What follows belongs to an exercise in optimizing a design on an open flow for small area; a production flow would make more cautious choices. Only simulation tests tie the RTL to the original design; equivalence was not proved. Power figures rest on the tool's default switching activity, not on a simulated workload.

== v6 ==
Design scfd, start of the top module:
module scfd #(
    parameter MAX_FRAME = 128,
    parameter T_SETTLE  = 16
) (
    input  wire       clk,
    input  wire       rst,
    input  wire       rx_valid,
    input  wire [7:0] rx_data,
    output wire       tx_valid,
    output wire [7:0] tx_data,
    input  wire       tx_ready,
    output wire       bus_cs,
    output wire       bus_valid,
    output wire       bus_we,
    output wire [7:0] bus_wdata,
    input  wire       bus_ready,
    input  wire [7:0] bus_rdata,
    input  wire       bus_fail
);
clock: 10.0 ns
lec_check: 0
abc_area: 0
cap_margin: 20
core_margin: 2
core_utilization: 75
cts_buf_list: sky130_fd_sc_hd__clkbuf_8
cts_cluster_diameter: 50
cts_cluster_size: 18
place_density: 0.85
slew_margin: 20
standard.sh (not shown) runs the stock make flow with config.mk's settings and CLKGATE_MAP_FILE= SYNTH_SCRIPT=/design/flow/synth_recipe.tcl, a recipe that flattens the netlist after the stock synthesis.
==> flow/flow/run.sh <==
#!/bin/bash
# The standard layout (bash standard.sh, the standard flow's own ORFS flow), with two
# changes:
#  - the port buffers are the smallest buffer (sky130_fd_sc_hd__buf_1)
#    instead of the one buffer_ports picks by default;
#  - clock tree synthesis adds no dummy loads. Its other arguments are the
#    ones cts.tcl builds from config.mk (clkbuf_8, clusters of up to 16
#    sinks within 50 um).
# The whole output of the standard flow goes to standard_flow.log here; ORFS
# keeps each step's log under orfs/logs/.
set -euo pipefail
export BUFFER_PORTS_ARGS="-buffer_cell sky130_fd_sc_hd__buf_1"
export CTS_ARGS="-sink_clustering_enable -repair_clock_nets -sink_clustering_size 16 -sink_clustering_max_diameter 50 -buf_list sky130_fd_sc_hd__clkbuf_8 -dont_use_dummy_load"
bash standard.sh > standard_flow.log 2>&1
Changes in v7 relative to v6:
- swapping 18 for 16 in CTS_CLUSTER_SIZE
Notes after the runs:
- Maximum resistive drop on vdd: v7 vs v6 — no meaningful difference
- v6 and v7 ended up with roughly the same setup TNS after final layout.
- v6 → v7: final cell count held steady; core utilization shows no meaningful change; worst setup slack was more or less identical; area of the mapped netlist held steady.


scfd, a different RTL version from the one above (not shown whole).
Size: about 2100 flip-flops, ~42 I/O pins, roughly 53000 sq um of cells after synthesis.
Settings: LEC_CHECK=0, ABC_AREA=1, CAP_MARGIN=20, CORE_MARGIN=2, CORE_UTILIZATION=75, CTS_BUF_LIST=sky130_fd_sc_hd__clkbuf_8, CTS_CLUSTER_DIAMETER=40, CTS_CLUSTER_SIZE=14, PLACE_DENSITY=0.85, SLEW_MARGIN=20; clock period 10.0 ns.
run.sh (not shown) runs the stock make flow with config.mk's settings and CLKGATE_MAP_FILE= SYNTH_SCRIPT=/design/flow/synth_recipe.tcl, a recipe that flattens the netlist after the stock synthesis.
Stock flow here: none of the scripts above is used.
The first run finished clean.
==> next run, changes <==
==> flow/flow/run.sh (new file) <==
#!/bin/bash
# Standard layout, except that the port buffers are the smallest buffer
# (sky130_fd_sc_hd__buf_1) instead of the one buffer_ports picks by default.
set -euo pipefail
export BUFFER_PORTS_ARGS="-buffer_cell sky130_fd_sc_hd__buf_1"
bash standard.sh > standard_flow.log 2>&1
==> flow/standard.sh (new file) <==
#!/bin/bash
# synth_recipe.tcl (not shown) runs the flow's synth.tcl, then flattens the netlist and writes it again
# the make line also repeats each setting of config.mk as NAME=value (left out here)
make -C /OpenROAD-flow-scripts/flow DESIGN_CONFIG=/design/flow/config.mk WORK_HOME=/design/flow/orfs CLKGATE_MAP_FILE= SYNTH_SCRIPT=/design/flow/synth_recipe.tcl "${@:-finish}"
removed: flow/run.sh
Effect: Worst setup slack degrades by 340 ps; count of clock-buffer cells in the layout goes down by 2; design area went down by about 0.6%; routed wire length is lower by 0.69%; worst hold slack improved by 9.0 ps.
==> next run, changes <==
- CTS_CLUSTER_DIAMETER: 40 -> 30
- CTS_CLUSTER_SIZE: 14 -> 18
The new run produced a clean layout.
Register-to-register slack improved by 270 ps.
Worst setup slack improves by 270 ps.
Final cell count goes up by 2.9%.
Wire length came out higher by 7.3%.
Synthesized cell count is unchanged.
Global-route usage rose by 2.1 points.
Worst hold slack is better by 5.2 ps.
Total power climbs by 11%.
Die area stays the same.
Cell area rises by 3.5%.


== north ==
scfd, a different RTL version from the one above (not shown whole).
Size: roughly 2100 flip-flops, roughly 42 I/O pins.
## scfd
module scfd #(
    parameter MAX_FRAME = 128,
    parameter T_SETTLE  = 16
) (
    input  wire       clk,
    input  wire       rst,
    input  wire       rx_valid,
    input  wire [7:0] rx_data,
    output wire       tx_valid,
    output wire [7:0] tx_data,
    input  wire       tx_ready,
    output wire       bus_cs,
    output wire       bus_valid,
    output wire       bus_we,
    output wire [7:0] bus_wdata,
    input  wire       bus_ready,
    input  wire [7:0] bus_rdata,
    input  wire       bus_fail
);
Settings: LEC_CHECK=0, ABC_AREA=1, CAP_MARGIN=20, CORE_MARGIN=2, CORE_UTILIZATION=80, CTS_BUF_LIST=sky130_fd_sc_hd__clkbuf_8, CTS_CLUSTER_DIAMETER=40, CTS_CLUSTER_SIZE=16, PLACE_DENSITY=0.88, SLEW_MARGIN=20; clock period 10.0 ns.
standard.sh (not shown) runs the stock make flow with config.mk's settings and CLKGATE_MAP_FILE= SYNTH_SCRIPT=/design/flow/synth_recipe.tcl, a recipe that flattens the netlist after the stock synthesis.
==> flow/flow/run.sh <==
#!/bin/bash
set -euo pipefail
export BUFFER_PORTS_ARGS="-buffer_cell sky130_fd_sc_hd__buf_1"
export CTS_ARGS="-sink_clustering_enable -repair_clock_nets -sink_clustering_size 16 -sink_clustering_max_diameter 40 -buf_list sky130_fd_sc_hd__clkbuf_8 -dont_use_dummy_load"
bash standard.sh > standard_flow.log 2>&1
Looking at the reports, north completed the entire flow and the layout it produced met the timing, design-rule and antenna checks.
Inputs modified between north and south:
Settings: a change of CTS_CLUSTER_SIZE from 16 to 14; a change of CORE_UTILIZATION from 80 to 75; a change of PLACE_DENSITY from 0.88 to 0.85.
==> flow/flow/run.sh <==
#!/bin/bash
set -euo pipefail
export BUFFER_PORTS_ARGS="-buffer_cell sky130_fd_sc_hd__buf_1"
export CTS_ARGS="-sink_clustering_enable -repair_clock_nets -sink_clustering_size 9 -sink_clustering_max_diameter 30 -buf_list \"sky130_fd_sc_hd__clkbuf_4 sky130_fd_sc_hd__clkbuf_8\" -sink_clustering_buffer sky130_fd_sc_hd__clkbuf_4 -dont_use_dummy_load"
bash standard.sh > standard_flow.log 2>&1
--- outcome ---
- Cmp south and north / utilization / lower: south
- Going from north to south, antenna diode count dropped 2; die extent in x climbed 8.5 µm; iteration-0 DRC count of the detailed router dropped 926; area growth from synthesis to layout climbed 0.78 points.
- ac[1]$_SDFFCE_PN0P_ as the beginning of the critical path was reported by south, and occ[0]$_SDFF_PP0_ by north.
## Diff of input files: east against south
==> flow/flow/run.sh <==
#!/bin/bash
set -euo pipefail
export BUFFER_PORTS_ARGS="-buffer_cell sky130_fd_sc_hd__buf_1"
export CTS_ARGS="-sink_clustering_enable -repair_clock_nets -sink_clustering_size 16 -sink_clustering_max_diameter 40 -buf_list sky130_fd_sc_hd__clkbuf_8 -dont_use_dummy_load"
bash standard.sh > standard_flow.log 2>&1
==> results.txt <==
Looking at sequential share of layout area, east sits above south. east ends up with a clock network contribution to total cell area that is 0.41 points lower than in south. Going from south to east, combinational cell fraction of total power picked up an extra 0.2 points, overall power consumption lost 1.6%, share of the final layout cell area in multi-input gates neither gained nor lost much, number of levels the H-tree was split into lost 1, setup TNS neither gained nor lost much. Taking south as the reference, in east clock network fraction of design power moved down, met1 layer wirelength in the final routing moved down.
Modified inputs, west compared to east
==> flow/flow/run.sh <==
#!/bin/bash
# Standard layout, except that the port buffers are the smallest buffer
# (sky130_fd_sc_hd__buf_1) instead of the one buffer_ports picks by default.
set -euo pipefail
export BUFFER_PORTS_ARGS="-buffer_cell sky130_fd_sc_hd__buf_1"
bash standard.sh > standard_flow.log 2>&1
## What came out
Wire length, west and east: lower on east. Core utilization: west vs east up 0.99 points. Sequential share of layout area (higher): east. In west, number of global-route vias before repair is higher than in east. Relative to east, part of the power in the clock network has gone up in west. Max-slew headroom at the worst pin (higher): west.


## indigo
Another version of the RTL of scfd (not shown whole).
Size: about 4,100 cells after synthesis, roughly 2,100 flip-flops, ~42 I/O pins.
clock: 10.0 ns
lec_check: 0
abc_area: 1
cap_margin: 20
core_margin: 2
core_utilization: 75
cts_buf_list: sky130_fd_sc_hd__clkbuf_8
cts_cluster_diameter: 40
cts_cluster_size: 14
place_density: 0.85
slew_margin: 20
==> flow/flow/run.sh <==
#!/bin/bash
set -euo pipefail
export BUFFER_PORTS_ARGS="-buffer_cell sky130_fd_sc_hd__buf_1"
export CTS_ARGS="-sink_clustering_enable -repair_clock_nets -sink_clustering_size 15 -sink_clustering_max_diameter 45 -buf_list sky130_fd_sc_hd__clkbuf_8 -dont_use_dummy_load"
bash standard.sh > standard_flow.log 2>&1
indigo finished end to end and its layout was clean on timing, DRC and antenna.
Setup changes, indigo to harbor
# indigo
export LEC_CHECK = 0
export ABC_AREA = 1
export CAP_MARGIN = 20
export CORE_MARGIN = 2
export CORE_UTILIZATION = 75
export CTS_BUF_LIST = sky130_fd_sc_hd__clkbuf_8
export CTS_CLUSTER_DIAMETER = 40
export CTS_CLUSTER_SIZE = 14
export PLACE_DENSITY = 0.85
export SLEW_MARGIN = 20
create_clock -name core_clock -period 10.0 [get_ports {clk}]
# harbor
export LEC_CHECK = 0
export ABC_AREA = 1
export CAP_MARGIN = 20
export CORE_MARGIN = 2
export CORE_UTILIZATION = 75
export CTS_BUF_LIST = sky130_fd_sc_hd__clkbuf_8
export CTS_CLUSTER_DIAMETER = 50
export CTS_CLUSTER_SIZE = 18
export PLACE_DENSITY = 0.85
export SLEW_MARGIN = 20
create_clock -name core_clock -period 10.0 [get_ports {clk}]
==> flow/flow/run.sh <==
#!/bin/bash
# The standard layout (bash standard.sh, the standard flow's own ORFS flow), with two
# changes:
#  - the port buffers are the smallest buffer (sky130_fd_sc_hd__buf_1)
#    instead of the one buffer_ports picks by default;
#  - clock tree synthesis adds no dummy loads. Its other arguments are the
#    ones cts.tcl builds from config.mk (clkbuf_8, clusters of up to 18
#    sinks within 50 um).
# The whole output of the standard flow goes to standard_flow.log here; ORFS
# keeps each step's log under orfs/logs/.
set -euo pipefail
export BUFFER_PORTS_ARGS="-buffer_cell sky130_fd_sc_hd__buf_1"
export CTS_ARGS="-sink_clustering_enable -repair_clock_nets -sink_clustering_size 18 -sink_clustering_max_diameter 50 -buf_list sky130_fd_sc_hd__clkbuf_8 -dont_use_dummy_load"
bash standard.sh > standard_flow.log 2>&1
[summary]
harbor — setup slack 24 ps higher, indigo as reference
Overall power after layout was lower in harbor than in indigo.
Total global routing track utilization: harbor < indigo
Looking at worst hold slack across harbor and indigo, the one that comes out lower is indigo.
Here is what was changed in the inputs of xenon compared with harbor.
# harbor
export LEC_CHECK = 0
export ABC_AREA = 1
export CAP_MARGIN = 20
export CORE_MARGIN = 2
export CORE_UTILIZATION = 75
export CTS_BUF_LIST = sky130_fd_sc_hd__clkbuf_8
export CTS_CLUSTER_DIAMETER = 50
export CTS_CLUSTER_SIZE = 18
export PLACE_DENSITY = 0.85
export SLEW_MARGIN = 20
create_clock -name core_clock -period 10.0 [get_ports {clk}]
# xenon
export LEC_CHECK = 0
export ABC_AREA = 1
export CAP_MARGIN = 20
export CORE_MARGIN = 2
export CORE_UTILIZATION = 75
export CTS_BUF_LIST = sky130_fd_sc_hd__clkbuf_8
export CTS_CLUSTER_DIAMETER = 40
export CTS_CLUSTER_SIZE = 14
export PLACE_DENSITY = 0.85
export SLEW_MARGIN = 20
create_clock -name core_clock -period 10.0 [get_ports {clk}]
==> flow/flow/run.sh <==
#!/bin/bash
set -euo pipefail
export BUFFER_PORTS_ARGS="-buffer_cell sky130_fd_sc_hd__buf_1"
export CTS_ARGS="-sink_clustering_enable -repair_clock_nets -sink_clustering_size 18 -sink_clustering_max_diameter 50 -buf_list sky130_fd_sc_hd__clkbuf_8 -dont_use_dummy_load"
bash standard.sh > standard_flow.log 2>&1
Diff harbor..xenon | non-clock inverter instance count of the final layout | unchanged
Per the comparison of xenon with harbor, synthesized cell count shows no meaningful change, total count of max-transition violations in the final report shows no meaningful change, relative contribution of combinational cells to total power shows no meaningful change.
xenon: all stages complete, timing, DRC and antenna checks passed
No stage failed in harbor, and the final checks on the layout all came back clean.


scfd again, from the RTL that the note above started with.
export LEC_CHECK = 0
export ABC_AREA = 1
export CAP_MARGIN = 20
export CORE_MARGIN = 2
export CORE_UTILIZATION = 75
export CTS_BUF_LIST = sky130_fd_sc_hd__clkbuf_8
export CTS_CLUSTER_DIAMETER = 40
export CTS_CLUSTER_SIZE = 14
export PLACE_DENSITY = 0.85
export SLEW_MARGIN = 20
create_clock -name core_clock -period 10.0 [get_ports {clk}]
==> flow/flow/run.sh <==
#!/bin/bash
set -euo pipefail
export BUFFER_PORTS_ARGS="-buffer_cell sky130_fd_sc_hd__buf_1"
export CTS_ARGS="-sink_clustering_enable -repair_clock_nets -sink_clustering_size 16 -sink_clustering_max_diameter 50 -buf_list sky130_fd_sc_hd__clkbuf_8 -dont_use_dummy_load"
bash standard.sh > standard_flow.log 2>&1
Edit:
==> flow/flow/run.sh (replaced) <==
#!/bin/bash
set -euo pipefail
export BUFFER_PORTS_ARGS="-buffer_cell sky130_fd_sc_hd__buf_1"
export CTS_ARGS="-sink_clustering_enable -repair_clock_nets -sink_clustering_size 16 -sink_clustering_max_diameter 40 -buf_list sky130_fd_sc_hd__clkbuf_8 -dont_use_dummy_load"
bash standard.sh > standard_flow.log 2>&1
Effect: Setup slack improves by 0.047 ns; clock power goes up by about 4%; routed wire length goes up by 1.1%; register-to-register slack improves by 0.05 ns; die area stays the same; sequential share of layout area goes down by 0.27 points; design area goes up by 0.35%; area after synthesis stays the same.

==> afterwards: timing with drivers on the ports <==
No port has a modelled driver above. Below, the same layouts with a new extraction and two added sets of constraints. Step 1 sets driving cells, clkbuf_16 on the clock port and buf_2 on the other inputs (assumed; they add their load-dependent delay and slew). Step 2 adds t to the input delays and takes it off the output delays; t is the mean of the earliest and latest rising clock arrival at the registers after step 1. Input paths then give back, and output paths get back, about the clock's delay inside the block. Slacks: ideal ports / drivers / drivers and shift; pairs: ideal ports / drivers.
run | t (ns) | setup WS [ns] | worst setup path after step 2 | pins driven straight from the clock port
v6 | 0.844 | 4.723 / 4.659 / 4.680 | input to register | 1
v7 | 0.844 | 4.723 / 4.659 / 4.680 | input to register | 1
the first run of note 2 | 0.901 | 3.723 / 3.723 / 3.465 | input to register | 1
the second run of note 2 | 0.922 | 3.382 / 3.382 / 3.272 | input to register | 1
the third run of note 2 | 0.931 | 3.652 / 3.652 / 3.372 | input to register | 1
north | 0.865 | 3.160 / 3.160 / 3.160 | register to register | 1
south | 0.913 | 3.835 / 3.835 / 3.465 | input to register | 1
east | 0.867 | 3.770 / 3.770 / 3.387 | input to register | 1
west | 0.911 | 3.788 / 3.788 / 3.460 | input to register | 1
indigo | 0.836 | 3.971 / 4.016 / 3.180 | input to register | 1
harbor | 0.833 | 3.995 / 4.039 / 3.206 | input to register | 1
xenon | 0.833 | 3.995 / 4.039 / 3.206 | input to register | 1
the first run of note 5 | 0.853 | 3.986 / 4.022 / 3.169 | input to register | 1
the second run of note 5 | 0.849 | 4.032 / 4.077 / 3.228 | input to register | 1
After both steps setup and hold are still met in every run listed. The setup slack of the first run of note 5, which loses most, moves by +0.036 ns with the drivers and by -0.817 ns with both steps.
